This design comes from an exercise in tuning for small area, a short achievable clock period and few clock cycles per item on the open sky130 flow, not from production work. The RTL was checked by simulation tests, not by an equivalence proof against the original design. Power and IR drop assume default switching activity.

**design/flow/design.v**
```verilog
module qad_peak_note (
    input  wire        clk,
    input  wire        rst,           
    input  wire        in_valid,
    output wire        in_ready,
    input  wire [44:0] in_re,         
    input  wire [44:0] in_im,         
    input  wire [3:0]  log2n,         
    input  wire [19:0] sr,            
    output wire        out_valid,
    input  wire        out_ready,
    output wire [3:0]  code,          
    output wire [10:0] peak_bin,
    output wire [43:0] peak_mag,
    output wire [30:0] freq,          
    output wire [8:0]  note_key,      
    output wire [3:0]  note_pc,
    output wire [5:0]  note_oct,      
    output wire [15:0] note_name,     
    output wire [31:0] note_freq,     
    output wire [31:0] note_dev       
);
    localparam M  = 12;               
    localparam QW = 2 * M + 2;        
    localparam DW = 2 * M + 5;        
    localparam LB = M + 2;            
    reg         in_ready_r;
    reg         expect_first;         
    reg  [10:0] cnt;                  
    reg  [3:0]  l2n_q;
    reg  [19:0] sr_q;
    reg         acc_done;             
    reg         s1_v, s1_first, s1_last;
    reg  [44:0] s1_a, s1_b;           
    reg  [5:0]  s1_s;                 
    assign in_ready = in_ready_r;
    wire   in_fire  = in_valid && in_ready_r;
    wire [3:0]  cur_l2n  = expect_first ? log2n : l2n_q;
    wire [10:0] nxt_idx  = expect_first ? 11'd0 : cnt + 11'd1;
    wire [11:0] half     = 12'd1 << (cur_l2n - 4'd1);
    wire        nxt_last = ({1'b0, nxt_idx} == half - 12'd1);
    wire [43:0] y_re = in_re[43:0] ^ {44{in_re[44]}};
    wire [43:0] y_im = in_im[43:0] ^ {44{in_im[44]}};
    wire [43:0] y_or = y_re | y_im;
    reg  [5:0]  e_len;
    integer i;
    always @(*) begin
        e_len = 6'd0;
        for (i = 0; i < 44; i = i + 1)
            if (y_or[i]) e_len = i[5:0] + 6'd1;
    end
    wire [5:0]  e_sub = e_len - M;
    wire [5:0]  s_in  = (e_len > M) ? e_sub : 6'd0;
    reg         r_v, r_first, r_last;
    reg  [QW-1:0] r_r0, r_r1;
    reg  [5:0]  r_s;
    reg  [10:0] r_idx;
    reg  [44:0] x2_a, x2_b;
    wire [43:0] ysh_a = s1_a[43:0] >> s1_s;
    wire [43:0] ysh_b = s1_b[43:0] >> s1_s;
    wire        g_a   = s1_a[44] && (s1_s == 6'd0);
    wire        g_b   = s1_b[44] && (s1_s == 6'd0);
    wire [QW-1:0] sq_r0, sq_r1;
    qad_sq2 u_sq (.a(ysh_a[M-1:0]), .b(ysh_b[M-1:0]), .ga(g_a), .gb(g_b),
                  .r0(sq_r0), .r1(sq_r1));
    localparam [1:0] S_RUN    = 2'd0,    
                     S_FBWAIT = 2'd1,    
                     S_FBCALC = 2'd2,    
                     S_FBCMP  = 2'd3;    
    reg  [1:0]  st;
    reg  [43:0] c_a, c_b;             
    reg  [44:0] cand_a, cand_b;       
    reg  [10:0] cand_k;
    reg  [QW-1:0] cand_q;
    reg  [5:0]  cand_s;
    reg         ev_gt_q;              
    reg  [10:0] best_k;
    reg  [QW-1:0] q_b;                
    reg  [5:0]  s_b;                  
    reg         fe_pend;              
    wire [QW-1:0] q_k = r_r0 + r_r1;
    reg  d_eq, d_p1, d_m1, d_big;
    wire [DW-1:0] qb_al = d_m1 ? {1'b0, q_b, 2'b00} :
                          d_p1 ? {5'b0, q_b[QW-1:2]} : {3'b0, q_b};
    wire [DW-1:0] csa_x = {3'b0, r_r0};
    wire [DW-1:0] csa_y = {3'b0, r_r1};
    wire [DW-1:0] csa_z = ~qb_al;
    wire [DW-1:0] csa_s = csa_x ^ csa_y ^ csa_z;
    wire [DW-1:0] csa_c = (csa_x & csa_y) | (csa_x & csa_z) | (csa_y & csa_z);
    wire [DW-1:0] dq    = csa_s + {csa_c[DW-2:0], 1'b1};
    wire d_neg  = dq[DW-1];
    wire ge_b   = !d_neg && (|dq[DW-2:LB]);        
    wire ge_b2  = !d_neg && (|dq[DW-2:LB-1]);      
    wire ge_4b  = !d_neg && (|dq[DW-2:LB+2]);      
    wire ge_1   = !d_neg && (|dq[DW-2:0]);         
    wire le_mb  = d_neg && !(&dq[DW-2:LB]);        
    wire le_0   = d_neg || !(|dq[DW-2:0]);         
    wire gt_sure = d_big || (d_eq && ((s_b == 6'd0) ? ge_1 : ge_b))
                         || (d_p1 && ge_b2) || (d_m1 && ge_4b);
    wire near    = d_eq || d_p1 || d_m1;
    wire lt_sure = !d_big && (!near || ((r_s == 6'd0) ? le_0 : le_mb));
    wire ev      = (st == S_RUN) && r_v;
    wire ev_gt   = ev && (r_first || gt_sure);
    wire ev_unc  = ev && !r_first && !gt_sure && !lt_sure;
    wire [43:0] cand_abs_a = cand_a[43:0] + {43'd0, cand_a[44]};
    wire [43:0] cand_abs_b = cand_b[43:0] + {43'd0, cand_b[44]};
    reg         ex_busy, ex_fb, acc_full, pb_valid;
    reg  [5:0]  ex_cnt;
    reg  [45:0] ex_hi;
    reg  [43:0] ex_lo;
    reg  [87:0] p_best;               
    wire        xa_bit = c_a[ex_cnt];
    wire        xb_bit = c_b[ex_cnt];
    wire [46:0] ex_sum = {1'b0, ex_hi} + (xa_bit ? {3'b0, c_a} : 47'd0)
                                       + (xb_bit ? {3'b0, c_b} : 47'd0);
    wire [87:0] ex_p   = {ex_hi[43:0], ex_lo};
    wire        ex_gt  = (ex_p > p_best);
    reg         isq_busy;
    reg  [5:0]  isq_cnt;
    reg  [45:0] sq_rem;
    reg  [43:0] sq_root;
    wire [47:0] sq_rem_sh = {sq_rem, p_best[87:86]};
    wire [47:0] sq_trial  = {2'b00, sq_root, 2'b01};
    wire        sq_ge     = sq_rem_sh >= sq_trial;
    localparam [2:0] P_IDLE = 3'd0, P_HORN = 3'd1, P_NORM = 3'd2,
                     P_THR  = 3'd3, P_NF   = 3'd4, P_DEV  = 3'd5;
    reg  [2:0]  pst;
    reg  [3:0]  pcnt;
    reg  [10:0] pk;
    reg  [19:0] sr_p;
    reg  [3:0]  l2n_p;
    reg  [30:0] v;
    reg  [31:0] nf;
    reg  [31:0] dev;
    reg  [4:0]  p;
    reg  [4:0]  q;
    reg  [3:0]  rr;
    reg  [4:0]  sc;
    reg         out_v;
    reg         map_done;
    wire post_free = !isq_busy && (pst == P_IDLE) && !map_done && !out_v;
    wire handoff   = fe_pend && (st == S_RUN) && !ev_gt_q && !ex_busy && pb_valid && post_free;
    wire [4:0]  hb_idx = {1'b0, l2n_p} - 5'd2 - {1'b0, pcnt};
    wire        h_bit  = !hb_idx[4] && pk[hb_idx[3:0]];
    wire [30:0] v_next = {v[29:0], 1'b0} + (h_bit ? {11'd0, sr_p} : 31'd0);
    reg [30:0] tq;
    always @(*) begin
        case (pcnt)
            4'd0:  tq = 31'd1129491589;
            4'd1:  tq = 31'd1196654653;
            4'd2:  tq = 31'd1267811442;
            4'd3:  tq = 31'd1343199433;
            4'd4:  tq = 31'd1423070228;
            4'd5:  tq = 31'd1507690387;
            4'd6:  tq = 31'd1597342323;
            4'd7:  tq = 31'd1692325240;
            4'd8:  tq = 31'd1792956136;
            4'd9:  tq = 31'd1899570855;
            4'd10: tq = 31'd2012525216;
            default: tq = 31'd2132196193;
        endcase
    end
    wire m_ge = (nf[30:0] >= tq);
    wire [3:0] rr_sel = (pcnt == 4'd12) ? 4'd0 : pcnt;
    reg [30:0] cf;
    always @(*) begin
        case (rr_sel)
            4'd0:  cf = 31'd1097337155;
            4'd1:  cf = 31'd1162588218;
            4'd2:  cf = 31'd1231719311;
            4'd3:  cf = 31'd1304961152;
            4'd4:  cf = 31'd1382558180;
            4'd5:  cf = 31'd1464769368;
            4'd6:  cf = 31'd1551869087;
            4'd7:  cf = 31'd1644148025;
            4'd8:  cf = 31'd1741914154;
            4'd9:  cf = 31'd1845493760;
            4'd10: cf = 31'd1955232530;
            default: cf = 31'd2071496706;
        endcase
    end
    wire [4:0] q_sel = (pcnt == 4'd12) ? p + 5'd1 : p;
    wire dc = (pk == 11'd0);
    assign out_valid = out_v;
    assign code      = {2'b00, dc, 1'b1};
    assign peak_bin  = pk;
    assign peak_mag  = sq_root;
    assign freq      = v;
    assign note_freq = nf;
    assign note_dev  = dev;
    wire signed [9:0] key = $signed({1'b0, q, 3'b000}) + $signed({2'b00, q, 2'b00})
                            + $signed({6'b0, rr}) - 10'sd200;
    wire [4:0] rr4  = {1'b0, rr} + 5'd4;
    wire       wrap = (rr4 >= 5'd12);
    wire [3:0] pc   = wrap ? rr4[3:0] - 4'd12 : rr4[3:0];
    wire signed [5:0] oct = $signed({1'b0, q}) - 6'sd17 + $signed({5'b0, wrap});
    reg [15:0] name;
    always @(*) begin
        case (pc)
            4'd0:  name = 16'h0043;
            4'd1:  name = 16'h2343;
            4'd2:  name = 16'h0044;
            4'd3:  name = 16'h2344;
            4'd4:  name = 16'h0045;
            4'd5:  name = 16'h0046;
            4'd6:  name = 16'h2346;
            4'd7:  name = 16'h0047;
            4'd8:  name = 16'h2347;
            4'd9:  name = 16'h0041;
            4'd10: name = 16'h2341;
            default: name = 16'h0042;
        endcase
    end
    assign note_key  = dc ? 9'd0  : key[8:0];
    assign note_pc   = dc ? 4'd0  : pc;
    assign note_oct  = dc ? 6'd0  : oct;
    assign note_name = dc ? 16'd0 : name;
    reg [1:0] st_nx;
    always @(*) begin
        st_nx = st;
        case (st)
            S_RUN:    if (ev_unc) st_nx = S_FBWAIT;
            S_FBWAIT: if (!ex_busy && pb_valid && !isq_busy && !ev_gt_q) st_nx = S_FBCALC;
            S_FBCALC: if (ex_cnt == 6'd43) st_nx = S_FBCMP;
            default:  st_nx = S_RUN;
        endcase
    end
    wire r_adv       = s1_v && (!r_v || ev);               
    wire [5:0] r_s_nx = r_adv ? s1_s : r_s;
    wire [6:0] rn1    = {1'b0, r_s_nx} + 7'd1;
    wire [6:0] sb1    = {1'b0, s_b} + 7'd1;
    wire [6:0] rs1    = {1'b0, r_s} + 7'd1;
    wire [6:0] cs1    = {1'b0, cand_s} + 7'd1;
    wire [3:0] cmp_keep = {({1'b0, r_s_nx} > sb1), (rn1 == {1'b0, s_b}),
                           ({1'b0, r_s_nx} == sb1), (r_s_nx == s_b)};
    wire [3:0] cmp_bin  = {({1'b0, r_s_nx} > rs1), (rn1 == {1'b0, r_s}),
                           ({1'b0, r_s_nx} == rs1), (r_s_nx == r_s)};
    wire [3:0] cmp_cand = {({1'b0, r_s_nx} > cs1), (rn1 == {1'b0, cand_s}),
                           ({1'b0, r_s_nx} == cs1), (r_s_nx == cand_s)};
    wire       fb_win   = (st == S_FBCMP) && ex_gt;
    wire [3:0] cmp_nx   = fb_win ? cmp_cand : ev_gt ? cmp_bin : cmp_keep;
    wire s1_v_nx     = in_fire || (s1_v && !r_adv);
    wire r_v_nx      = r_adv || (r_v && !ev);
    wire acc_done_nx = (acc_done && !handoff) || (in_fire && nxt_last);
    wire ex_start    = ev_gt_q;                            
    wire fb_start    = (st == S_FBWAIT) && (st_nx == S_FBCALC);
    always @(posedge clk) begin
        if (rst) begin
            in_ready_r   <= 1'b0;
            expect_first <= 1'b1;
            acc_done     <= 1'b0;
            s1_v         <= 1'b0;
            r_v          <= 1'b0;
            st           <= S_RUN;
            ev_gt_q      <= 1'b0;
            fe_pend      <= 1'b0;
            ex_busy      <= 1'b0;
            ex_fb        <= 1'b0;
            acc_full     <= 1'b0;
            pb_valid     <= 1'b0;
            isq_busy     <= 1'b0;
            pst          <= P_IDLE;
            out_v        <= 1'b0;
            map_done     <= 1'b0;
        end else begin
            st         <= st_nx;
            s1_v       <= s1_v_nx;
            r_v        <= r_v_nx;
            acc_done   <= acc_done_nx;
            in_ready_r <= !acc_done_nx && (!s1_v_nx || !r_v_nx || st_nx == S_RUN);
            ev_gt_q    <= ev_gt;
            {d_big, d_m1, d_p1, d_eq} <= cmp_nx;
            if (in_fire) begin
                s1_a     <= {in_re[44], y_re};
                s1_b     <= {in_im[44], y_im};
                s1_s     <= s_in;
                s1_first <= expect_first;
                s1_last  <= nxt_last;
                cnt      <= nxt_idx;
                expect_first <= nxt_last;
                if (expect_first) begin
                    l2n_q <= log2n;
                    sr_q  <= sr;
                end
            end
            if (r_adv) begin
                r_r0    <= sq_r0;
                r_r1    <= sq_r1;
                r_s     <= s1_s;
                r_first <= s1_first;
                r_last  <= s1_last;
                r_idx   <= cnt;
                x2_a    <= s1_a;
                x2_b    <= s1_b;
            end
            if (ev && r_last)
                fe_pend <= 1'b1;
            if (ev_gt) begin
                q_b <= q_k;
                s_b <= r_s;
            end
            if (ev) begin
                cand_a <= x2_a;
                cand_b <= x2_b;
                cand_k <= r_idx;
                cand_q <= q_k;
                cand_s <= r_s;
            end
            if (ev_gt_q || fb_start) begin
                c_a <= cand_abs_a;
                c_b <= cand_abs_b;
            end
            if (ev_gt_q)
                best_k <= cand_k;
            if (ex_start || fb_start) begin
                ex_busy  <= 1'b1;
                ex_fb    <= fb_start;
                ex_cnt   <= 6'd0;
                ex_hi    <= 46'd0;
                acc_full <= 1'b0;
                if (ex_start)
                    pb_valid <= 1'b0;
            end else if (ex_busy) begin
                ex_hi  <= ex_sum[46:1];
                ex_lo  <= {ex_sum[0], ex_lo[43:1]};
                ex_cnt <= ex_cnt + 6'd1;
                if (ex_cnt == 6'd43) begin
                    ex_busy  <= 1'b0;
                    acc_full <= !ex_fb;
                end
            end else if (acc_full && !isq_busy) begin
                p_best   <= ex_p;
                pb_valid <= 1'b1;
                acc_full <= 1'b0;
            end
            if (fb_win) begin
                p_best <= ex_p;
                best_k <= cand_k;
                q_b    <= cand_q;
                s_b    <= cand_s;
            end
            if (handoff) begin
                fe_pend  <= 1'b0;
                pb_valid <= 1'b0;
                isq_busy <= 1'b1;
                isq_cnt  <= 6'd0;
                sq_rem   <= 46'd0;
                sq_root  <= 44'd0;
                pk       <= best_k;
                sr_p     <= sr_q;
                l2n_p    <= l2n_q;
                v        <= 31'd0;
                pcnt     <= 4'd0;
                pst      <= P_HORN;
            end
            if (isq_busy) begin
                p_best <= {p_best[85:0], 2'b00};
                if (sq_ge) begin
                    sq_rem  <= sq_rem_sh[45:0] - sq_trial[45:0];
                    sq_root <= {sq_root[42:0], 1'b1};
                end else begin
                    sq_rem  <= sq_rem_sh[45:0];
                    sq_root <= {sq_root[42:0], 1'b0};
                end
                isq_cnt <= isq_cnt + 6'd1;
                if (isq_cnt == 6'd43)
                    isq_busy <= 1'b0;
            end
            case (pst)
                P_HORN: begin
                    v    <= v_next;
                    pcnt <= pcnt + 4'd1;
                    if (pcnt == 4'd10) begin
                        nf   <= {1'b0, v_next};
                        p    <= 5'd30;
                        pst  <= dc ? P_DEV : P_NORM;
                    end
                end
                P_NORM: begin
                    if (nf[30:23] == 8'd0) begin
                        nf <= {1'b0, nf[22:0], 8'd0};
                        p  <= p - 5'd8;
                    end else if (!nf[30]) begin
                        nf <= {1'b0, nf[29:0], 1'b0};
                        p  <= p - 5'd1;
                    end else begin
                        pcnt <= 4'd0;
                        pst  <= P_THR;
                    end
                end
                P_THR: begin
                    if (pcnt != 4'd12 && m_ge)
                        pcnt <= pcnt + 4'd1;
                    else begin
                        q  <= q_sel;
                        rr <= rr_sel;
                        if (q_sel >= 5'd30) begin
                            nf  <= (q_sel == 5'd31) ? {cf, 1'b0} : {1'b0, cf};
                            pst <= P_DEV;
                        end else begin
                            nf  <= {1'b0, cf};
                            sc  <= 5'd29 - q_sel;
                            pst <= P_NF;
                        end
                    end
                end
                P_NF: begin
                    if (sc >= 5'd8) begin
                        nf <= nf >> 8;
                        sc <= sc - 5'd8;
                    end else if (sc != 5'd0) begin
                        nf <= nf >> 1;
                        sc <= sc - 5'd1;
                    end else begin
                        nf  <= (nf >> 1) + {31'd0, nf[0]};
                        pst <= P_DEV;
                    end
                end
                P_DEV: begin
                    if (dc) begin
                        nf  <= 32'd0;
                        dev <= 32'd0;
                    end else
                        dev <= {1'b0, v} - nf;
                    pst <= P_IDLE;
                end
                default: ;
            endcase
            if (pst == P_DEV)
                map_done <= 1'b1;
            if (map_done && !isq_busy) begin
                map_done <= 1'b0;
                out_v    <= 1'b1;
            end
            if (out_v && out_ready)
                out_v <= 1'b0;
        end
    end
endmodule
module qad_sq2 (
    input  wire [11:0] a,
    input  wire [11:0] b,
    input  wire        ga,
    input  wire        gb,
    output wire [25:0] r0,
    output wire [25:0] r1
);
    wire t1, t2;
    assign t1 = (a[0] & a[9]) ^ (a[1] & a[8]);
    assign t2 = (a[0] & a[9]) & (a[1] & a[8]);
    wire t3, t4;
    assign t3 = (a[0] & a[11]) ^ (a[1] & a[10]) ^ (a[2] & a[9]);
    assign t4 = ((a[0] & a[11]) & (a[1] & a[10])) | ((a[0] & a[11]) & (a[2] & a[9])) | ((a[1] & a[10]) & (a[2] & a[9]));
    wire t5, t6;
    assign t5 = (a[3] & a[8]) ^ (a[4] & a[7]);
    assign t6 = (a[3] & a[8]) & (a[4] & a[7]);
    wire t7, t8;
    assign t7 = (a[0] & a[5]) ^ (a[1] & a[4]);
    assign t8 = (a[0] & a[5]) & (a[1] & a[4]);
    wire t9, t10;
    assign t9 = (a[0] & a[7]) ^ (a[1] & a[6]) ^ (a[2] & a[5]);
    assign t10 = ((a[0] & a[7]) & (a[1] & a[6])) | ((a[0] & a[7]) & (a[2] & a[5])) | ((a[1] & a[6]) & (a[2] & a[5]));
    wire t11, t12;
    assign t11 = (a[3] & a[4]) ^ a[4];
    assign t12 = (a[3] & a[4]) & a[4];
    wire t13, t14;
    assign t13 = (a[0] & a[8]) ^ (a[1] & a[7]) ^ (a[2] & a[6]);
    assign t14 = ((a[0] & a[8]) & (a[1] & a[7])) | ((a[0] & a[8]) & (a[2] & a[6])) | ((a[1] & a[7]) & (a[2] & a[6]));
    wire t15, t16;
    assign t15 = (a[3] & a[5]) ^ (ga & a[8]);
    assign t16 = (a[3] & a[5]) & (ga & a[8]);
    wire t17, t18;
    assign t17 = t1 ^ (a[2] & a[7]) ^ (a[3] & a[6]);
    assign t18 = (t1 & (a[2] & a[7])) | (t1 & (a[3] & a[6])) | ((a[2] & a[7]) & (a[3] & a[6]));
    wire t19, t20;
    assign t19 = (a[4] & a[5]) ^ a[5] ^ (ga & a[9]);
    assign t20 = ((a[4] & a[5]) & a[5]) | ((a[4] & a[5]) & (ga & a[9])) | (a[5] & (ga & a[9]));
    wire t21, t22;
    assign t21 = (b[0] & b[9]) ^ (b[1] & b[8]) ^ (b[2] & b[7]);
    assign t22 = ((b[0] & b[9]) & (b[1] & b[8])) | ((b[0] & b[9]) & (b[2] & b[7])) | ((b[1] & b[8]) & (b[2] & b[7]));
    wire t23, t24;
    assign t23 = t2 ^ (a[0] & a[10]) ^ (a[1] & a[9]);
    assign t24 = (t2 & (a[0] & a[10])) | (t2 & (a[1] & a[9])) | ((a[0] & a[10]) & (a[1] & a[9]));
    wire t25, t26;
    assign t25 = (a[2] & a[8]) ^ (a[3] & a[7]) ^ (a[4] & a[6]);
    assign t26 = ((a[2] & a[8]) & (a[3] & a[7])) | ((a[2] & a[8]) & (a[4] & a[6])) | ((a[3] & a[7]) & (a[4] & a[6]));
    wire t27, t28;
    assign t27 = (ga & a[10]) ^ (b[0] & b[10]) ^ (b[1] & b[9]);
    assign t28 = ((ga & a[10]) & (b[0] & b[10])) | ((ga & a[10]) & (b[1] & b[9])) | ((b[0] & b[10]) & (b[1] & b[9]));
    wire t29, t30;
    assign t29 = (b[2] & b[8]) ^ (b[3] & b[7]);
    assign t30 = (b[2] & b[8]) & (b[3] & b[7]);
    wire t31, t32;
    assign t31 = t3 ^ t5 ^ (a[5] & a[6]);
    assign t32 = (t3 & t5) | (t3 & (a[5] & a[6])) | (t5 & (a[5] & a[6]));
    wire t33, t34;
    assign t33 = a[6] ^ (ga & a[11]) ^ (b[0] & b[11]);
    assign t34 = (a[6] & (ga & a[11])) | (a[6] & (b[0] & b[11])) | ((ga & a[11]) & (b[0] & b[11]));
    wire t35, t36;
    assign t35 = (b[1] & b[10]) ^ (b[2] & b[9]) ^ (b[3] & b[8]);
    assign t36 = ((b[1] & b[10]) & (b[2] & b[9])) | ((b[1] & b[10]) & (b[3] & b[8])) | ((b[2] & b[9]) & (b[3] & b[8]));
    wire t37, t38;
    assign t37 = (b[4] & b[7]) ^ (b[5] & b[6]) ^ b[6];
    assign t38 = ((b[4] & b[7]) & (b[5] & b[6])) | ((b[4] & b[7]) & b[6]) | ((b[5] & b[6]) & b[6]);
    wire t39, t40;
    assign t39 = t4 ^ t6 ^ (a[1] & a[11]);
    assign t40 = (t4 & t6) | (t4 & (a[1] & a[11])) | (t6 & (a[1] & a[11]));
    wire t41, t42;
    assign t41 = (a[2] & a[10]) ^ (a[3] & a[9]) ^ (a[4] & a[8]);
    assign t42 = ((a[2] & a[10]) & (a[3] & a[9])) | ((a[2] & a[10]) & (a[4] & a[8])) | ((a[3] & a[9]) & (a[4] & a[8]));
    wire t43, t44;
    assign t43 = (a[5] & a[7]) ^ (b[1] & b[11]) ^ (b[2] & b[10]);
    assign t44 = ((a[5] & a[7]) & (b[1] & b[11])) | ((a[5] & a[7]) & (b[2] & b[10])) | ((b[1] & b[11]) & (b[2] & b[10]));
    wire t45, t46;
    assign t45 = (b[3] & b[9]) ^ (b[4] & b[8]);
    assign t46 = (b[3] & b[9]) & (b[4] & b[8]);
    wire t47, t48;
    assign t47 = (a[2] & a[11]) ^ (a[3] & a[10]) ^ (a[4] & a[9]);
    assign t48 = ((a[2] & a[11]) & (a[3] & a[10])) | ((a[2] & a[11]) & (a[4] & a[9])) | ((a[3] & a[10]) & (a[4] & a[9]));
    wire t49, t50;
    assign t49 = (a[5] & a[8]) ^ (a[6] & a[7]) ^ a[7];
    assign t50 = ((a[5] & a[8]) & (a[6] & a[7])) | ((a[5] & a[8]) & a[7]) | ((a[6] & a[7]) & a[7]);
    wire t51, t52;
    assign t51 = (b[2] & b[11]) ^ (b[3] & b[10]) ^ (b[4] & b[9]);
    assign t52 = ((b[2] & b[11]) & (b[3] & b[10])) | ((b[2] & b[11]) & (b[4] & b[9])) | ((b[3] & b[10]) & (b[4] & b[9]));
    wire t53, t54;
    assign t53 = (b[5] & b[8]) ^ (b[6] & b[7]);
    assign t54 = (b[5] & b[8]) & (b[6] & b[7]);
    wire t55, t56;
    assign t55 = (a[3] & a[11]) ^ (a[4] & a[10]) ^ (a[5] & a[9]);
    assign t56 = ((a[3] & a[11]) & (a[4] & a[10])) | ((a[3] & a[11]) & (a[5] & a[9])) | ((a[4] & a[10]) & (a[5] & a[9]));
    wire t57, t58;
    assign t57 = (a[6] & a[8]) ^ (b[3] & b[11]);
    assign t58 = (a[6] & a[8]) & (b[3] & b[11]);
    wire t59, t60;
    assign t59 = (a[4] & a[11]) ^ (a[5] & a[10]) ^ (a[6] & a[9]);
    assign t60 = ((a[4] & a[11]) & (a[5] & a[10])) | ((a[4] & a[11]) & (a[6] & a[9])) | ((a[5] & a[10]) & (a[6] & a[9]));
    wire t61, t62;
    assign t61 = (a[7] & a[8]) ^ a[8];
    assign t62 = (a[7] & a[8]) & a[8];
    wire t63, t64;
    assign t63 = (a[0] & a[3]) ^ (a[1] & a[2]) ^ a[2];
    assign t64 = ((a[0] & a[3]) & (a[1] & a[2])) | ((a[0] & a[3]) & a[2]) | ((a[1] & a[2]) & a[2]);
    wire t65, t66;
    assign t65 = (a[0] & a[4]) ^ (a[1] & a[3]);
    assign t66 = (a[0] & a[4]) & (a[1] & a[3]);
    wire t67, t68;
    assign t67 = t7 ^ (a[2] & a[3]) ^ a[3];
    assign t68 = (t7 & (a[2] & a[3])) | (t7 & a[3]) | ((a[2] & a[3]) & a[3]);
    wire t69, t70;
    assign t69 = (ga & a[5]) ^ (b[0] & b[5]) ^ (b[1] & b[4]);
    assign t70 = ((ga & a[5]) & (b[0] & b[5])) | ((ga & a[5]) & (b[1] & b[4])) | ((b[0] & b[5]) & (b[1] & b[4]));
    wire t71, t72;
    assign t71 = t8 ^ (a[0] & a[6]) ^ (a[1] & a[5]);
    assign t72 = (t8 & (a[0] & a[6])) | (t8 & (a[1] & a[5])) | ((a[0] & a[6]) & (a[1] & a[5]));
    wire t73, t74;
    assign t73 = (a[2] & a[4]) ^ (ga & a[6]) ^ (b[0] & b[6]);
    assign t74 = ((a[2] & a[4]) & (ga & a[6])) | ((a[2] & a[4]) & (b[0] & b[6])) | ((ga & a[6]) & (b[0] & b[6]));
    wire t75, t76;
    assign t75 = (b[1] & b[5]) ^ (b[2] & b[4]);
    assign t76 = (b[1] & b[5]) & (b[2] & b[4]);
    wire t77, t78;
    assign t77 = t9 ^ t11 ^ (ga & a[7]);
    assign t78 = (t9 & t11) | (t9 & (ga & a[7])) | (t11 & (ga & a[7]));
    wire t79, t80;
    assign t79 = (b[0] & b[7]) ^ (b[1] & b[6]) ^ (b[2] & b[5]);
    assign t80 = ((b[0] & b[7]) & (b[1] & b[6])) | ((b[0] & b[7]) & (b[2] & b[5])) | ((b[1] & b[6]) & (b[2] & b[5]));
    wire t81, t82;
    assign t81 = (b[3] & b[4]) ^ b[4] ^ (gb & b[7]);
    assign t82 = ((b[3] & b[4]) & b[4]) | ((b[3] & b[4]) & (gb & b[7])) | (b[4] & (gb & b[7]));
    wire t83, t84;
    assign t83 = t10 ^ t12 ^ t13;
    assign t84 = (t10 & t12) | (t10 & t13) | (t12 & t13);
    wire t85, t86;
    assign t85 = t15 ^ (b[0] & b[8]) ^ (b[1] & b[7]);
    assign t86 = (t15 & (b[0] & b[8])) | (t15 & (b[1] & b[7])) | ((b[0] & b[8]) & (b[1] & b[7]));
    wire t87, t88;
    assign t87 = (b[2] & b[6]) ^ (b[3] & b[5]) ^ (gb & b[8]);
    assign t88 = ((b[2] & b[6]) & (b[3] & b[5])) | ((b[2] & b[6]) & (gb & b[8])) | ((b[3] & b[5]) & (gb & b[8]));
    wire t89, t90;
    assign t89 = t14 ^ t16 ^ t17;
    assign t90 = (t14 & t16) | (t14 & t17) | (t16 & t17);
    wire t91, t92;
    assign t91 = t19 ^ t21 ^ (b[3] & b[6]);
    assign t92 = (t19 & t21) | (t19 & (b[3] & b[6])) | (t21 & (b[3] & b[6]));
    wire t93, t94;
    assign t93 = (b[4] & b[5]) ^ b[5] ^ (gb & b[9]);
    assign t94 = ((b[4] & b[5]) & b[5]) | ((b[4] & b[5]) & (gb & b[9])) | (b[5] & (gb & b[9]));
    wire t95, t96;
    assign t95 = t18 ^ t20 ^ t22;
    assign t96 = (t18 & t20) | (t18 & t22) | (t20 & t22);
    wire t97, t98;
    assign t97 = t23 ^ t25 ^ t27;
    assign t98 = (t23 & t25) | (t23 & t27) | (t25 & t27);
    wire t99, t100;
    assign t99 = t29 ^ (b[4] & b[6]) ^ (gb & b[10]);
    assign t100 = (t29 & (b[4] & b[6])) | (t29 & (gb & b[10])) | ((b[4] & b[6]) & (gb & b[10]));
    wire t101, t102;
    assign t101 = t24 ^ t26 ^ t28;
    assign t102 = (t24 & t26) | (t24 & t28) | (t26 & t28);
    wire t103, t104;
    assign t103 = t30 ^ t31 ^ t33;
    assign t104 = (t30 & t31) | (t30 & t33) | (t31 & t33);
    wire t105, t106;
    assign t105 = t35 ^ t37 ^ (gb & b[11]);
    assign t106 = (t35 & t37) | (t35 & (gb & b[11])) | (t37 & (gb & b[11]));
    wire t107, t108;
    assign t107 = t32 ^ t34 ^ t36;
    assign t108 = (t32 & t34) | (t32 & t36) | (t34 & t36);
    wire t109, t110;
    assign t109 = t38 ^ t39 ^ t41;
    assign t110 = (t38 & t39) | (t38 & t41) | (t39 & t41);
    wire t111, t112;
    assign t111 = t43 ^ t45 ^ (b[5] & b[7]);
    assign t112 = (t43 & t45) | (t43 & (b[5] & b[7])) | (t45 & (b[5] & b[7]));
    wire t113, t114;
    assign t113 = t40 ^ t42 ^ t44;
    assign t114 = (t40 & t42) | (t40 & t44) | (t42 & t44);
    wire t115, t116;
    assign t115 = t46 ^ t47 ^ t49;
    assign t116 = (t46 & t47) | (t46 & t49) | (t47 & t49);
    wire t117, t118;
    assign t117 = t51 ^ t53 ^ b[7];
    assign t118 = (t51 & t53) | (t51 & b[7]) | (t53 & b[7]);
    wire t119, t120;
    assign t119 = t48 ^ t50 ^ t52;
    assign t120 = (t48 & t50) | (t48 & t52) | (t50 & t52);
    wire t121, t122;
    assign t121 = t54 ^ t55 ^ t57;
    assign t122 = (t54 & t55) | (t54 & t57) | (t55 & t57);
    wire t123, t124;
    assign t123 = (b[4] & b[10]) ^ (b[5] & b[9]) ^ (b[6] & b[8]);
    assign t124 = ((b[4] & b[10]) & (b[5] & b[9])) | ((b[4] & b[10]) & (b[6] & b[8])) | ((b[5] & b[9]) & (b[6] & b[8]));
    wire t125, t126;
    assign t125 = t56 ^ t58 ^ t59;
    assign t126 = (t56 & t58) | (t56 & t59) | (t58 & t59);
    wire t127, t128;
    assign t127 = t61 ^ (b[4] & b[11]) ^ (b[5] & b[10]);
    assign t128 = (t61 & (b[4] & b[11])) | (t61 & (b[5] & b[10])) | ((b[4] & b[11]) & (b[5] & b[10]));
    wire t129, t130;
    assign t129 = (b[6] & b[9]) ^ (b[7] & b[8]) ^ b[8];
    assign t130 = ((b[6] & b[9]) & (b[7] & b[8])) | ((b[6] & b[9]) & b[8]) | ((b[7] & b[8]) & b[8]);
    wire t131, t132;
    assign t131 = t60 ^ t62 ^ (a[5] & a[11]);
    assign t132 = (t60 & t62) | (t60 & (a[5] & a[11])) | (t62 & (a[5] & a[11]));
    wire t133, t134;
    assign t133 = (a[6] & a[10]) ^ (a[7] & a[9]) ^ (b[5] & b[11]);
    assign t134 = ((a[6] & a[10]) & (a[7] & a[9])) | ((a[6] & a[10]) & (b[5] & b[11])) | ((a[7] & a[9]) & (b[5] & b[11]));
    wire t135, t136;
    assign t135 = (b[6] & b[10]) ^ (b[7] & b[9]);
    assign t136 = (b[6] & b[10]) & (b[7] & b[9]);
    wire t137, t138;
    assign t137 = (a[6] & a[11]) ^ (a[7] & a[10]) ^ (a[8] & a[9]);
    assign t138 = ((a[6] & a[11]) & (a[7] & a[10])) | ((a[6] & a[11]) & (a[8] & a[9])) | ((a[7] & a[10]) & (a[8] & a[9]));
    wire t139, t140;
    assign t139 = a[9] ^ (b[6] & b[11]) ^ (b[7] & b[10]);
    assign t140 = (a[9] & (b[6] & b[11])) | (a[9] & (b[7] & b[10])) | ((b[6] & b[11]) & (b[7] & b[10]));
    wire t141, t142;
    assign t141 = (b[8] & b[9]) ^ b[9];
    assign t142 = (b[8] & b[9]) & b[9];
    wire t143, t144;
    assign t143 = (a[7] & a[11]) ^ (a[8] & a[10]);
    assign t144 = (a[7] & a[11]) & (a[8] & a[10]);
    wire t145, t146;
    assign t145 = (a[8] & a[11]) ^ (a[9] & a[10]);
    assign t146 = (a[8] & a[11]) & (a[9] & a[10]);
    wire t147, t148;
    assign t147 = (a[0] & a[1]) ^ a[1] ^ (ga & a[1]);
    assign t148 = ((a[0] & a[1]) & a[1]) | ((a[0] & a[1]) & (ga & a[1])) | (a[1] & (ga & a[1]));
    wire t149, t150;
    assign t149 = (a[0] & a[2]) ^ (ga & a[2]);
    assign t150 = (a[0] & a[2]) & (ga & a[2]);
    wire t151, t152;
    assign t151 = t63 ^ (ga & a[3]) ^ (b[0] & b[3]);
    assign t152 = (t63 & (ga & a[3])) | (t63 & (b[0] & b[3])) | ((ga & a[3]) & (b[0] & b[3]));
    wire t153, t154;
    assign t153 = (b[1] & b[2]) ^ b[2];
    assign t154 = (b[1] & b[2]) & b[2];
    wire t155, t156;
    assign t155 = t64 ^ t65 ^ (ga & a[4]);
    assign t156 = (t64 & t65) | (t64 & (ga & a[4])) | (t65 & (ga & a[4]));
    wire t157, t158;
    assign t157 = (b[0] & b[4]) ^ (b[1] & b[3]) ^ (gb & b[4]);
    assign t158 = ((b[0] & b[4]) & (b[1] & b[3])) | ((b[0] & b[4]) & (gb & b[4])) | ((b[1] & b[3]) & (gb & b[4]));
    wire t159, t160;
    assign t159 = t66 ^ t67 ^ t69;
    assign t160 = (t66 & t67) | (t66 & t69) | (t67 & t69);
    wire t161, t162;
    assign t161 = (b[2] & b[3]) ^ b[3] ^ (gb & b[5]);
    assign t162 = ((b[2] & b[3]) & b[3]) | ((b[2] & b[3]) & (gb & b[5])) | (b[3] & (gb & b[5]));
    wire t163, t164;
    assign t163 = t68 ^ t70 ^ t71;
    assign t164 = (t68 & t70) | (t68 & t71) | (t70 & t71);
    wire t165, t166;
    assign t165 = t73 ^ t75 ^ (gb & b[6]);
    assign t166 = (t73 & t75) | (t73 & (gb & b[6])) | (t75 & (gb & b[6]));
    wire t167, t168;
    assign t167 = t72 ^ t74 ^ t76;
    assign t168 = (t72 & t74) | (t72 & t76) | (t74 & t76);
    wire t169, t170;
    assign t169 = t77 ^ t79 ^ t81;
    assign t170 = (t77 & t79) | (t77 & t81) | (t79 & t81);
    wire t171, t172;
    assign t171 = t78 ^ t80 ^ t82;
    assign t172 = (t78 & t80) | (t78 & t82) | (t80 & t82);
    wire t173, t174;
    assign t173 = t83 ^ t85 ^ t87;
    assign t174 = (t83 & t85) | (t83 & t87) | (t85 & t87);
    wire t175, t176;
    assign t175 = t84 ^ t86 ^ t88;
    assign t176 = (t84 & t86) | (t84 & t88) | (t86 & t88);
    wire t177, t178;
    assign t177 = t89 ^ t91 ^ t93;
    assign t178 = (t89 & t91) | (t89 & t93) | (t91 & t93);
    wire t179, t180;
    assign t179 = t90 ^ t92 ^ t94;
    assign t180 = (t90 & t92) | (t90 & t94) | (t92 & t94);
    wire t181, t182;
    assign t181 = t95 ^ t97 ^ t99;
    assign t182 = (t95 & t97) | (t95 & t99) | (t97 & t99);
    wire t183, t184;
    assign t183 = t96 ^ t98 ^ t100;
    assign t184 = (t96 & t98) | (t96 & t100) | (t98 & t100);
    wire t185, t186;
    assign t185 = t101 ^ t103 ^ t105;
    assign t186 = (t101 & t103) | (t101 & t105) | (t103 & t105);
    wire t187, t188;
    assign t187 = t102 ^ t104 ^ t106;
    assign t188 = (t102 & t104) | (t102 & t106) | (t104 & t106);
    wire t189, t190;
    assign t189 = t107 ^ t109 ^ t111;
    assign t190 = (t107 & t109) | (t107 & t111) | (t109 & t111);
    wire t191, t192;
    assign t191 = t108 ^ t110 ^ t112;
    assign t192 = (t108 & t110) | (t108 & t112) | (t110 & t112);
    wire t193, t194;
    assign t193 = t113 ^ t115 ^ t117;
    assign t194 = (t113 & t115) | (t113 & t117) | (t115 & t117);
    wire t195, t196;
    assign t195 = t114 ^ t116 ^ t118;
    assign t196 = (t114 & t116) | (t114 & t118) | (t116 & t118);
    wire t197, t198;
    assign t197 = t119 ^ t121 ^ t123;
    assign t198 = (t119 & t121) | (t119 & t123) | (t121 & t123);
    wire t199, t200;
    assign t199 = t120 ^ t122 ^ t124;
    assign t200 = (t120 & t122) | (t120 & t124) | (t122 & t124);
    wire t201, t202;
    assign t201 = t125 ^ t127 ^ t129;
    assign t202 = (t125 & t127) | (t125 & t129) | (t127 & t129);
    wire t203, t204;
    assign t203 = t126 ^ t128 ^ t130;
    assign t204 = (t126 & t128) | (t126 & t130) | (t128 & t130);
    wire t205, t206;
    assign t205 = t131 ^ t133 ^ t135;
    assign t206 = (t131 & t133) | (t131 & t135) | (t133 & t135);
    wire t207, t208;
    assign t207 = t132 ^ t134 ^ t136;
    assign t208 = (t132 & t134) | (t132 & t136) | (t134 & t136);
    wire t209, t210;
    assign t209 = t137 ^ t139 ^ t141;
    assign t210 = (t137 & t139) | (t137 & t141) | (t139 & t141);
    wire t211, t212;
    assign t211 = t138 ^ t140 ^ t142;
    assign t212 = (t138 & t140) | (t138 & t142) | (t140 & t142);
    wire t213, t214;
    assign t213 = t143 ^ (b[7] & b[11]) ^ (b[8] & b[10]);
    assign t214 = (t143 & (b[7] & b[11])) | (t143 & (b[8] & b[10])) | ((b[7] & b[11]) & (b[8] & b[10]));
    wire t215, t216;
    assign t215 = t144 ^ t145 ^ a[10];
    assign t216 = (t144 & t145) | (t144 & a[10]) | (t145 & a[10]);
    wire t217, t218;
    assign t217 = (b[8] & b[11]) ^ (b[9] & b[10]) ^ b[10];
    assign t218 = ((b[8] & b[11]) & (b[9] & b[10])) | ((b[8] & b[11]) & b[10]) | ((b[9] & b[10]) & b[10]);
    wire t219, t220;
    assign t219 = t146 ^ (a[9] & a[11]);
    assign t220 = t146 & (a[9] & a[11]);
    wire t221, t222;
    assign t221 = (a[10] & a[11]) ^ a[11];
    assign t222 = (a[10] & a[11]) & a[11];
    wire t223, t224;
    assign t223 = a[0] ^ ga;
    assign t224 = a[0] & ga;
    wire t225, t226;
    assign t225 = t147 ^ (b[0] & b[1]);
    assign t226 = t147 & (b[0] & b[1]);
    wire t227, t228;
    assign t227 = t148 ^ t149 ^ (b[0] & b[2]);
    assign t228 = (t148 & t149) | (t148 & (b[0] & b[2])) | (t149 & (b[0] & b[2]));
    wire t229, t230;
    assign t229 = t150 ^ t151 ^ t153;
    assign t230 = (t150 & t151) | (t150 & t153) | (t151 & t153);
    wire t231, t232;
    assign t231 = t152 ^ t154 ^ t155;
    assign t232 = (t152 & t154) | (t152 & t155) | (t154 & t155);
    wire t233, t234;
    assign t233 = t156 ^ t158 ^ t159;
    assign t234 = (t156 & t158) | (t156 & t159) | (t158 & t159);
    wire t235, t236;
    assign t235 = t160 ^ t162 ^ t163;
    assign t236 = (t160 & t162) | (t160 & t163) | (t162 & t163);
    wire t237, t238;
    assign t237 = t164 ^ t166 ^ t167;
    assign t238 = (t164 & t166) | (t164 & t167) | (t166 & t167);
    wire t239, t240;
    assign t239 = t168 ^ t170 ^ t171;
    assign t240 = (t168 & t170) | (t168 & t171) | (t170 & t171);
    wire t241, t242;
    assign t241 = t172 ^ t174 ^ t175;
    assign t242 = (t172 & t174) | (t172 & t175) | (t174 & t175);
    wire t243, t244;
    assign t243 = t176 ^ t178 ^ t179;
    assign t244 = (t176 & t178) | (t176 & t179) | (t178 & t179);
    wire t245, t246;
    assign t245 = t180 ^ t182 ^ t183;
    assign t246 = (t180 & t182) | (t180 & t183) | (t182 & t183);
    wire t247, t248;
    assign t247 = t184 ^ t186 ^ t187;
    assign t248 = (t184 & t186) | (t184 & t187) | (t186 & t187);
    wire t249, t250;
    assign t249 = t188 ^ t190 ^ t191;
    assign t250 = (t188 & t190) | (t188 & t191) | (t190 & t191);
    wire t251, t252;
    assign t251 = t192 ^ t194 ^ t195;
    assign t252 = (t192 & t194) | (t192 & t195) | (t194 & t195);
    wire t253, t254;
    assign t253 = t196 ^ t198 ^ t199;
    assign t254 = (t196 & t198) | (t196 & t199) | (t198 & t199);
    wire t255, t256;
    assign t255 = t200 ^ t202 ^ t203;
    assign t256 = (t200 & t202) | (t200 & t203) | (t202 & t203);
    wire t257, t258;
    assign t257 = t204 ^ t206 ^ t207;
    assign t258 = (t204 & t206) | (t204 & t207) | (t206 & t207);
    wire t259, t260;
    assign t259 = t208 ^ t210 ^ t211;
    assign t260 = (t208 & t210) | (t208 & t211) | (t210 & t211);
    wire t261, t262;
    assign t261 = t212 ^ t214 ^ t215;
    assign t262 = (t212 & t214) | (t212 & t215) | (t214 & t215);
    wire t263, t264;
    assign t263 = t216 ^ t218 ^ t219;
    assign t264 = (t216 & t218) | (t216 & t219) | (t218 & t219);
    wire t265, t266;
    assign t265 = t220 ^ t221 ^ (b[10] & b[11]);
    assign t266 = (t220 & t221) | (t220 & (b[10] & b[11])) | (t221 & (b[10] & b[11]));
    wire t267, t268;
    assign t267 = t223 ^ b[0];
    assign t268 = t223 & b[0];
    wire t269, t270;
    assign t269 = t224 ^ (ga & a[0]) ^ (gb & b[0]);
    assign t270 = (t224 & (ga & a[0])) | (t224 & (gb & b[0])) | ((ga & a[0]) & (gb & b[0]));
    wire t271, t272;
    assign t271 = t225 ^ b[1] ^ (gb & b[1]);
    assign t272 = (t225 & b[1]) | (t225 & (gb & b[1])) | (b[1] & (gb & b[1]));
    wire t273, t274;
    assign t273 = t226 ^ t227 ^ (gb & b[2]);
    assign t274 = (t226 & t227) | (t226 & (gb & b[2])) | (t227 & (gb & b[2]));
    wire t275, t276;
    assign t275 = t228 ^ t229 ^ (gb & b[3]);
    assign t276 = (t228 & t229) | (t228 & (gb & b[3])) | (t229 & (gb & b[3]));
    wire t277, t278;
    assign t277 = t230 ^ t231 ^ t157;
    assign t278 = (t230 & t231) | (t230 & t157) | (t231 & t157);
    wire t279, t280;
    assign t279 = t232 ^ t233 ^ t161;
    assign t280 = (t232 & t233) | (t232 & t161) | (t233 & t161);
    wire t281, t282;
    assign t281 = t234 ^ t235 ^ t165;
    assign t282 = (t234 & t235) | (t234 & t165) | (t235 & t165);
    wire t283, t284;
    assign t283 = t236 ^ t237 ^ t169;
    assign t284 = (t236 & t237) | (t236 & t169) | (t237 & t169);
    wire t285, t286;
    assign t285 = t238 ^ t239 ^ t173;
    assign t286 = (t238 & t239) | (t238 & t173) | (t239 & t173);
    wire t287, t288;
    assign t287 = t240 ^ t241 ^ t177;
    assign t288 = (t240 & t241) | (t240 & t177) | (t241 & t177);
    wire t289, t290;
    assign t289 = t242 ^ t243 ^ t181;
    assign t290 = (t242 & t243) | (t242 & t181) | (t243 & t181);
    wire t291, t292;
    assign t291 = t244 ^ t245 ^ t185;
    assign t292 = (t244 & t245) | (t244 & t185) | (t245 & t185);
    wire t293, t294;
    assign t293 = t246 ^ t247 ^ t189;
    assign t294 = (t246 & t247) | (t246 & t189) | (t247 & t189);
    wire t295, t296;
    assign t295 = t248 ^ t249 ^ t193;
    assign t296 = (t248 & t249) | (t248 & t193) | (t249 & t193);
    wire t297, t298;
    assign t297 = t250 ^ t251 ^ t197;
    assign t298 = (t250 & t251) | (t250 & t197) | (t251 & t197);
    wire t299, t300;
    assign t299 = t252 ^ t253 ^ t201;
    assign t300 = (t252 & t253) | (t252 & t201) | (t253 & t201);
    wire t301, t302;
    assign t301 = t254 ^ t255 ^ t205;
    assign t302 = (t254 & t255) | (t254 & t205) | (t255 & t205);
    wire t303, t304;
    assign t303 = t256 ^ t257 ^ t209;
    assign t304 = (t256 & t257) | (t256 & t209) | (t257 & t209);
    wire t305, t306;
    assign t305 = t258 ^ t259 ^ t213;
    assign t306 = (t258 & t259) | (t258 & t213) | (t259 & t213);
    wire t307, t308;
    assign t307 = t260 ^ t261 ^ t217;
    assign t308 = (t260 & t261) | (t260 & t217) | (t261 & t217);
    wire t309, t310;
    assign t309 = t262 ^ t263 ^ (b[9] & b[11]);
    assign t310 = (t262 & t263) | (t262 & (b[9] & b[11])) | (t263 & (b[9] & b[11]));
    wire t311, t312;
    assign t311 = t264 ^ t265 ^ b[11];
    assign t312 = (t264 & t265) | (t264 & b[11]) | (t265 & b[11]);
    wire t313, t314;
    assign t313 = t266 ^ t222;
    assign t314 = t266 & t222;
    assign r0 = {1'b0, t314, t312, t310, t308, t306, t304, t302, t300, t298, t296, t294, t292, t290, t288, t286, t284, t282, t280, t278, t276, t274, t272, t270, t268, t267};
    assign r1 = {1'b0, 1'b0, t313, t311, t309, t307, t305, t303, t301, t299, t297, t295, t293, t291, t289, t287, t285, t283, t281, t279, t277, t275, t273, t271, t269, gb};
endmodule
```
**design/flow/run.sh**
```bash
#!/bin/bash
# synth_recipe.tcl (not shown) runs the flow's synth.tcl, then flattens the netlist and writes it again
# the make line also repeats each setting of config.mk as NAME=value (left out here)
make -C /OpenROAD-flow-scripts/flow DESIGN_CONFIG=/design/flow/config.mk WORK_HOME=/design/flow/orfs CLKGATE_MAP_FILE= SYNTH_SCRIPT=/design/flow/synth_recipe.tcl finish
```
**design/flow/config.mk**
```make
export PLATFORM = sky130hd
export DESIGN_NAME = qad_peak_note
export DESIGN_NICKNAME = qad_peak_note
export VERILOG_FILES = /design/flow/design.v
export SDC_FILE = /design/flow/constraint.sdc
export NUM_CORES = 4
export LEC_CHECK = 0
export CAP_MARGIN = 20
export CORE_MARGIN = 2
export CORE_UTILIZATION = 40
export SLEW_MARGIN = 20
```
**design/flow/constraint.sdc**
```tcl
create_clock -name core_clock -period 15.0 [get_ports {clk}]
set_input_delay 3.0000 -clock core_clock [delete_from_list [all_inputs] [get_ports {clk}]]
set_output_delay 3.0000 -clock core_clock [all_outputs]
set_load 0.01 [all_outputs]
```
==> results.toml, run 1 <==
[drt]
num_vias = 47950
ant_nets = 0
drt_iter0_drc = 3987
drt-total-wl_um = 172000
drtPass1Iterations = 7
viasPerCell = 5.382
wl_per_cell_um = 19.30
drcViolationCount = 0

[floorplan]
core_sq_um = 169100
io_pins = 309
dieWidth_um = 416.2
dieHeight_um = 416.2
die-area_sq_um = 173200
start_util_pct = 40.19
row_count = 151

[hold_path]
whs_path_depth = 0
hold_path_class = "flip-flop to flip-flop"

[clock_network]
postCtsSetupBuffers = 0
cts_max_level = 3
insertion_delay_ps = 780
clock-sinks = 1041
cts_tree = "yes"
cts-resized-gates = 0
cts_buffers = 119
clk_path_buf_depth = 3
cts_root_buf = "clkbuf_16"
path_clk_slew_ps = 60
cts_hold_buffers = 0

[yosys]
netlist_area_sq_um = 67960
synth_top_cell_by_area = "edfxtp_1"
yosysWarnings = 1
ys_top_cells_by_count = "992 x edfxtp_1, 740 x inv_1, 567 x nor2_1"
synth.top_cell.area_share_pct = 43.84
synth_edf_count = 992
syn_area_per_cell_sq_um = 10.70
async_flop_share_pct = 0
synth-seq-cells = 1041
synth_flop_cell = "edfxtp_1"
yosys-top-cells-area = "edfxtp_1 44%, ha_1 7.8%, fa_1 5.7%, inv_1 4.1%, mux4_2 3.7%"
yosysUniqueCellTypes = 92
yosysMostFrequentCell = "edfxtp_1"
syn_inst = 6352
seq_area_frac_synth_pct = 45.28

[worst_setup_path]
crit_path_max_incr_delay_ps = 900
crit_chain = "buf_4, mux4_2, mux4_2, a21oi_1, nor2_1, a21oi_1, inv_1, nand2_1, fa_1, fa_1, inv_1, fa_1, inv_1, fa_1, fa_1, inv_1, fa_1"
crit_required_ps = 15490
crit_path_start_kind = "flip-flop"
critPathCaptureType = "flip-flop"
reg2regPathDepth = 17
cpMaxStageDelayCell = "edfxtp_1"
r2r_slack_ps = 7590
critical_path_class = "flip-flop to flip-flop"
cp_max_fo = 73
crit_arrival_ps = 7900
worst_path_most_repeated_cell = "fa_1"

[sta]
final.min_clock_period_ps = 7411
skew_ps = 68.72
slew_viol_final = 0
rsz0062_at_grt = "no"
hold_violations = 0
setup_violations = 0
fin_crit_sh_pct = 49.40
max_freq_mhz = 134.9
final.setup.tns_ps = 0
slew_headroom_pct = 30.60
worst_pin_slew_ps = 1041

[finish]
final_nets = 7320
layout-drive-gt1-share_pct = 7.875
fin_area_sq_um = 77460
synthToLayoutAreaGrowth_pct = 13.98
insertedDiodeCount = 0
post-route-util_pct = 45.81

[place]
dpl-instance-area_sq_um = 73360
io_buffers = 296
place_congestion = 0.9032
dp_hpwl_um = 129200

[grt]
gr-usage-all-layers_pct = 19.60
overflow = 0
antenna_found_initial = 2
grt_max_degree = 89
grt_pass1_vias = 47860
grt_pass1_wl_um = 270700

[run_status]
outcome = "timing/DRC/antenna clean"

[pwr]
power.density_nw_per_um2 = 90.82
ir_drop_v = 0.00009881
p_leak_nw = 30.48

[job]
maxCapViolCount = 0
## cell usage in the layout, fill, tap and decap left out, drive strengths merged, types with 74 or more instances in the layout
| cell | count |
|---|---|
| a21o | 105 |
| a21oi | 293 |
| buf | 74 |
| clkbuf | 148 |
| clkdlybuf4s50 | 293 |
| edfxtp | 992 |
| fa | 195 |
| ha | 421 |
| inv | 746 |
| mux2 | 76 |
| mux2i | 126 |
| mux4 | 113 |
| nand2 | 455 |
| nand2b | 75 |
| nand3 | 190 |
| nor2 | 567 |
| nor3 | 97 |
| o21ai | 279 |
| xnor2 | 212 |
| xor2 | 199 |
## layout make-up
class                   instances  area [sq um]
well taps                    2218          2775
clock inverters                79         915.9
multi-input cells            4310         33540
repair buffers                367          3510
fillers                     15530         91640
clock buffers                 148          3139
inverters                     747          2805
flip-flops and latches       1041         30770
## critical path, delay by kind of cell (launching register included)
| family | cells | cell delay, ps |
|---|---|---|
| adders and majority gates | 6 | 2870 |
| AOI/OAI and AO/OA | 2 | 960 |
| buffers and inverters | 5 | 1210 |
| and+or+nand+nor | 2 | 220 |
| muxes | 2 | 910 |
| DFF | 1 | 900 |
## per-layer routing
metal / up-vias / wire, um / track usage (%)
met5: - / 0 / 0
met4: 0 / 5221 / 6.558
met3: 274 / 9342 / 2.504
met2: 1495 / 78690 / 31.66
met1: 23170 / 78720 / 27.24
li1: 23010 / - / -
## power breakdown
part / leakage (nW) / total, mW / switching, mW / internal (mW)
logic: 19.1 / 0.779 / 0.456 / 0.324
clock network: 1.96 / 2.98 / 1.24 / 1.74
registers: 9.43 / 3.27 / 0.0435 / 3.23
total: 30.5 / 7.03 / 1.74 / 5.29
## metrics by stage
step	power (mW)	setup slack, ps	instances	hold slack (ps)
detailed placement	4.109	7508	8682	404.5
CTS	7.106	7456	8909	414.2
floorplan	3.880	4611	6362	400.3
finish	7.034	7590	8910	414.0
global route	7.314	7115	8910	421.1
global placement	4.093	7651	8681	400.8
## worst paths after layout
check,from,endpoint
setup / recovery,s1_s[1]$_SDFFCE_PP0P_,csa_y[13]$_DFFE_PP_
hold reg to reg,cand_k[3]$_DFFE_PP_,best_k[3]$_DFFE_PP_
hold / removal,cand_k[3]$_DFFE_PP_,best_k[3]$_DFFE_PP_
setup reg to reg,s1_s[1]$_SDFFCE_PP0P_,csa_y[13]$_DFFE_PP_
## cells by family (layout without fill, tap and decap cells)
group / Yosys count / in the layout / synth area share, %
mux: 315 / 315 / 6.860
fa+ha+maj: 617 / 617 / 13.51
compound gates: 1154 / 1154 / 10.87
xor+xnor: 412 / 412 / 5.341
simple gates: 1800 / 1800 / 12.44
buf+inv: 1011 / 1341 / 5.678
flops: 1041 / 1041 / 45.28
other cells: 2 / 12 / 0.01105
## flip-flops by register name (all words and copies together), names as in the netlist, 45 cells and up
register	count
cand_a	45
cand_b	45
ex_hi	46
p_best	88
s1_a	45
s1_b	45
sq_rem	46
x2_a	45
x2_b	45
Testbench counts, summed over its fixed seeds: cycles 112,865, bins 108,544.
==> inputs of run 2 (changes only) <==
--- a/design/flow/design.v
+++ b/design/flow/design.v
@@ -33,6 +33,7 @@
     reg         s1_v, s1_first, s1_last;
     reg  [44:0] s1_a, s1_b;           
     reg  [5:0]  s1_s;                 
+    reg  [5:0]  s1_sn;                
     assign in_ready = in_ready_r;
     wire   in_fire  = in_valid && in_ready_r;
     wire [3:0]  cur_l2n  = expect_first ? log2n : l2n_q;
@@ -57,7 +58,7 @@
     reg  [10:0] r_idx;
     reg  [44:0] x2_a, x2_b;
     wire [43:0] ysh_a = s1_a[43:0] >> s1_s;
-    wire [43:0] ysh_b = s1_b[43:0] >> s1_s;
+    wire [43:0] ysh_b = s1_b[43:0] >> ~s1_sn;
     wire        g_a   = s1_a[44] && (s1_s == 6'd0);
     wire        g_b   = s1_b[44] && (s1_s == 6'd0);
     wire [QW-1:0] sq_r0, sq_r1;
@@ -109,8 +110,10 @@
     reg  [45:0] ex_hi;
     reg  [43:0] ex_lo;
     reg  [87:0] p_best;               
-    wire        xa_bit = c_a[ex_cnt];
-    wire        xb_bit = c_b[ex_cnt];
+    reg         xa_bit, xb_bit;       
+    wire [5:0]  ex_cnt1 = ex_cnt + 6'd1;
+    wire [63:0] ca_ext  = {20'd0, c_a};
+    wire [63:0] cb_ext  = {20'd0, c_b};
     wire [46:0] ex_sum = {1'b0, ex_hi} + (xa_bit ? {3'b0, c_a} : 47'd0)
                                        + (xb_bit ? {3'b0, c_b} : 47'd0);
     wire [87:0] ex_p   = {ex_hi[43:0], ex_lo};
@@ -121,7 +124,8 @@
     reg  [43:0] sq_root;
     wire [47:0] sq_rem_sh = {sq_rem, p_best[87:86]};
     wire [47:0] sq_trial  = {2'b00, sq_root, 2'b01};
-    wire        sq_ge     = sq_rem_sh >= sq_trial;
+    wire [48:0] sq_diff   = {1'b0, sq_rem_sh} - {1'b0, sq_trial};
+    wire        sq_ge     = !sq_diff[48];
     localparam [2:0] P_IDLE = 3'd0, P_HORN = 3'd1, P_NORM = 3'd2,
                      P_THR  = 3'd3, P_NF   = 3'd4, P_DEV  = 3'd5;
     reg  [2:0]  pst;
@@ -140,8 +144,11 @@
     reg         map_done;
     wire post_free = !isq_busy && (pst == P_IDLE) && !map_done && !out_v;
     wire handoff   = fe_pend && (st == S_RUN) && !ev_gt_q && !ex_busy && pb_valid && post_free;
-    wire [4:0]  hb_idx = {1'b0, l2n_p} - 5'd2 - {1'b0, pcnt};
-    wire        h_bit  = !hb_idx[4] && pk[hb_idx[3:0]];
+    reg         h_bit;                
+    wire [4:0]  hb_idx = {1'b0, l2n_p} - 5'd3 - {1'b0, pcnt};
+    wire        h_bit_nx = !hb_idx[4] && pk[hb_idx[3:0]];
+    wire [4:0]  hb_idx0 = {1'b0, l2n_q} - 5'd2;
+    wire        h_bit0  = !hb_idx0[4] && best_k[hb_idx0[3:0]];
     wire [30:0] v_next = {v[29:0], 1'b0} + (h_bit ? {11'd0, sr_p} : 31'd0);
     reg [30:0] tq;
     always @(*) begin
@@ -274,6 +281,7 @@
                 s1_a     <= {in_re[44], y_re};
                 s1_b     <= {in_im[44], y_im};
                 s1_s     <= s_in;
+                s1_sn    <= ~s_in;
                 s1_first <= expect_first;
                 s1_last  <= nxt_last;
                 cnt      <= nxt_idx;
@@ -313,6 +321,8 @@
             if (ev_gt_q)
                 best_k <= cand_k;
             if (ex_start || fb_start) begin
+                xa_bit   <= cand_abs_a[0];
+                xb_bit   <= cand_abs_b[0];
                 ex_busy  <= 1'b1;
                 ex_fb    <= fb_start;
                 ex_cnt   <= 6'd0;
@@ -321,6 +331,8 @@
                 if (ex_start)
                     pb_valid <= 1'b0;
             end else if (ex_busy) begin
+                xa_bit <= ca_ext[ex_cnt1];
+                xb_bit <= cb_ext[ex_cnt1];
                 ex_hi  <= ex_sum[46:1];
                 ex_lo  <= {ex_sum[0], ex_lo[43:1]};
                 ex_cnt <= ex_cnt + 6'd1;
@@ -351,12 +363,13 @@
                 l2n_p    <= l2n_q;
                 v        <= 31'd0;
                 pcnt     <= 4'd0;
+                h_bit    <= h_bit0;
                 pst      <= P_HORN;
             end
             if (isq_busy) begin
                 p_best <= {p_best[85:0], 2'b00};
                 if (sq_ge) begin
-                    sq_rem  <= sq_rem_sh[45:0] - sq_trial[45:0];
+                    sq_rem  <= sq_diff[45:0];
                     sq_root <= {sq_root[42:0], 1'b1};
                 end else begin
                     sq_rem  <= sq_rem_sh[45:0];
@@ -369,6 +382,7 @@
             case (pst)
                 P_HORN: begin
                     v    <= v_next;
+                    h_bit <= h_bit_nx;
                     pcnt <= pcnt + 4'd1;
                     if (pcnt == 4'd10) begin
                         nf   <= {1'b0, v_next};
==> run 2 against run 1 <==
Clock-buffer cell count fell by 7. Die area rose by 0.46%. Flip-flop and latch count rose by 9. Highest routed layer unchanged. Largest power group unchanged. Sequential share of layout area rose by 0.21 points. Critical path depth fell by 4. Sequential power rose by 6%. Still clean. Area after synthesis rose by 0.47%. First-iteration DRC count fell by 4.0%. Cell count rose by 1.4%.
==> results.toml, run 2 <==
[floorplan]
io_pins = 309
core_sq_um = 169500
start_util_pct = 40.29
dieHeight_um = 417.1
dieWidth_um = 417.1
row_count = 151
die-area_sq_um = 174000

[clock_network]
cts_root_buf = "clkbuf_16"
cts_buffers = 117
insertion_delay_ps = 780
postCtsSetupBuffers = 0
cts_tree = "yes"
clk_path_buf_depth = 3
path_clk_slew_ps = 60
cts-resized-gates = 0
cts_hold_buffers = 0
cts_max_level = 3
clock-sinks = 1050

[worst_setup_path]
critical_path_class = "flip-flop to output port"
crit_path_max_incr_delay_ps = 560
crit_path_start_kind = "flip-flop"
crit_required_ps = 12000
crit_chain = "inv_1, ha_1, inv_1, fa_1, ha_1, inv_1, fa_1, inv_1, a21o_1, a21oi_1, xnor2_1, nor2_1, clkdlybuf4s50_1"
cp_max_fo = 2
crit_arrival_ps = 3580
worst_path_most_repeated_cell = "inv_1"
cpMaxStageDelayCell = "clkdlybuf4s50_1"
critPathCaptureType = "output port"

[pwr]
ir_drop_v = 0.0001000
p_leak_nw = 31.04
power.density_nw_per_um2 = 101.8

[yosys]
syn_inst = 6462
synth_edf_count = 1001
synth.top_cell.area_share_pct = 44.03
synth_flop_cell = "edfxtp_1"
yosysUniqueCellTypes = 94
netlist_area_sq_um = 68270
syn_area_per_cell_sq_um = 10.57
ys_top_cells_by_count = "1001 x edfxtp_1, 727 x inv_1, 619 x nor2_1"
yosysMostFrequentCell = "edfxtp_1"
yosysWarnings = 1
synth_top_cell_by_area = "edfxtp_1"
async_flop_share_pct = 0
synth-seq-cells = 1050
seq_area_frac_synth_pct = 45.46
yosys-top-cells-area = "edfxtp_1 44%, ha_1 7.7%, fa_1 5.7%, inv_1 4.0%, nor2_1 3.4%"

[grt]
antenna_found_initial = 0
gr-usage-all-layers_pct = 20.04
grt_pass1_wl_um = 276100
overflow = 0
grt_pass1_vias = 48130
grt_max_degree = 95

[finish]
largest_reg_flops = 88
layout_common_cells = "1001 x edfxtp_1, 725 x inv_1, 613 x nor2_1"
largest-register = "p_best"
layout-drive-gt1-share_pct = 7.716
insertedDiodeCount = 0
synthToLayoutAreaGrowth_pct = 13.85
fillerInstances = 15650
final_common_cell = "edfxtp_1"
final_nets = 7452
largest_registers = "p_best x88, ex_hi x46, sq_rem x46"
fin_area_sq_um = 77730

[place]
dp_hpwl_um = 132400
dpl-instance-area_sq_um = 73810
place_congestion = 0.9032
io_buffers = 296

[sta]
fin_crit_sh_pct = 43.88
rsz0062_at_grt = "no"
slew_headroom_pct = 24.25
max_freq_mhz = 151.9
final.setup.tns_ps = 0
skew_ps = 57.63
final.min_clock_period_ps = 6582
hold_violations = 0
setup_violations = 0
worst_pin_slew_ps = 1136
slew_viol_final = 0

[drt]
drt-total-wl_um = 175900
drtPass1Iterations = 7
viasPerCell = 5.321
wl_per_cell_um = 19.47
drcViolationCount = 0
num_vias = 48080
drt_iter0_drc = 3829
ant_nets = 0

[hold_path]
hold_path_class = "flip-flop to flip-flop"

[run_status]
outcome = "timing/DRC/antenna clean"

[job]
maxCapViolCount = 0
-- run 2: changes by cell type in the layout (fill, tap and decap cells not counted), sizes merged, moves of 26 or more --
cell	before	now
a21oi	293	339
mux2i	126	158
mux4	113	87
nand2	455	535
nand3	190	126
nor2	567	619
o31ai	64	23
xnor2	212	238
-- run 2: path summary, 6_finish.rpt --
path | cells past startpoint | start | slack, ps | end
setup / recovery | 13 | q[0]$_DFFE_PP_ | 8420 | note_key[8]
hold / removal | 0 | r_idx[1]$_DFFE_PP_ | 380 | cand_k[1]$_DFFE_PP_
setup reg to reg | 22 | d_p1$_DFFE_PN_ | 8470 | d_m1$_DFFE_PN_
hold reg to reg | 0 | r_idx[1]$_DFFE_PP_ | 380 | cand_k[1]$_DFFE_PP_
-- run 2: stage by stage --
step	instances	worst slack, ps	hold WS (ps)	total power [mW]	util (%)
CTS	9033	8361	374.8	7.978	45.83
global route	9035	8026	377.9	8.281	45.87
global placement	8813	7975	401.2	5.036	43.54
finish	9035	8418	377.0	7.912	45.87
detailed placement	8814	7989	404.5	5.063	43.55
floorplan	6472	4413	400.3	4.575	-
-- run 2: kinds of logic (layout without fill, tap and decap cells) --
group	after synthesis	after routing	synth area share, %
adders and majority gates	618	618	13.47
AOI/OAI and AO/OA	1174	1174	10.77
muxes	334	334	6.654
DFF	1050	1050	45.46
and+or+nand+nor	1869	1869	12.65
other	2	12	0.01100
buffers and inverters	993	1338	5.567
xor gates and xnor gates	422	422	5.414
-- run 2: cell type report --
class,instances,area (sq um),area share [%]
clock buffers,141,3018,3.882
multi-input cells,4429,33610,43.24
inverters,730,2741,3.527
well taps,2218,2775,3.570
clock inverters,78,842.1,1.083
repair buffers,389,3699,4.758
flip-flops and latches,1050,31040,39.94
-- run 2: report_power, final --
group / switching, mW / internal, mW / leakage (nW)
Clock: 1.24 / 1.65 / 1.84
Sequential: 0.103 / 3.36 / 9.51
Combinational: 0.943 / 0.617 / 19.7
-- run 2: critical path, delay by kind of cell, from the launching register on --
family                     cells  cell delay (ps)
and+or+nand+nor                1              110
DFF                            1              410
adders and majority gates      4             1100
xor gates and xnor gates       1               80
buffers and inverters          5              820
AOI/OAI and AO/OA              2              330
-- run 2: metal layers --
metal | up-vias | part of all wire [%] | global-route usage, %
met4 | 0 | 3.2 | 6.602
met3 | 287 | 5.2 | 2.780
met2 | 1302 | 46 | 32.08
met5 | - | 0 | 0
li1 | 23240 | - | -
met1 | 23250 | 46 | 27.99
Testbench counts of run 2, summed over its fixed seeds: cycles 112,865, bins 108,544.

static timing again, ports no longer ideal:
Ports are ideal in the flow. The routed layouts listed here were re-timed in OpenROAD. Step 1 assumes that a clkbuf_16 drives the clock port and a buf_2 every other input. Step 2 adds t to the input delays and takes it off the output delays; t is the mean of the earliest and latest rising clock arrival at the registers after step 1. Input paths then give back, and output paths get back, about the clock's delay inside the block. Slacks: ideal ports / drivers / drivers and shift; pairs: ideal ports / drivers.
run | t, ns | slack for setup (ns) | slew at the worst register clock pin (ns)
run 1 | 0.829 | 7.589 / 7.589 / 7.539 | 0.07 / 0.07
run 2 | 0.831 | 8.418 / 8.335 / 7.993 | 0.07 / 0.07
After both steps setup and hold are still met in every run listed. The setup slack of run 2, which loses most, moves by -0.083 ns with the drivers and by -0.425 ns with both steps.
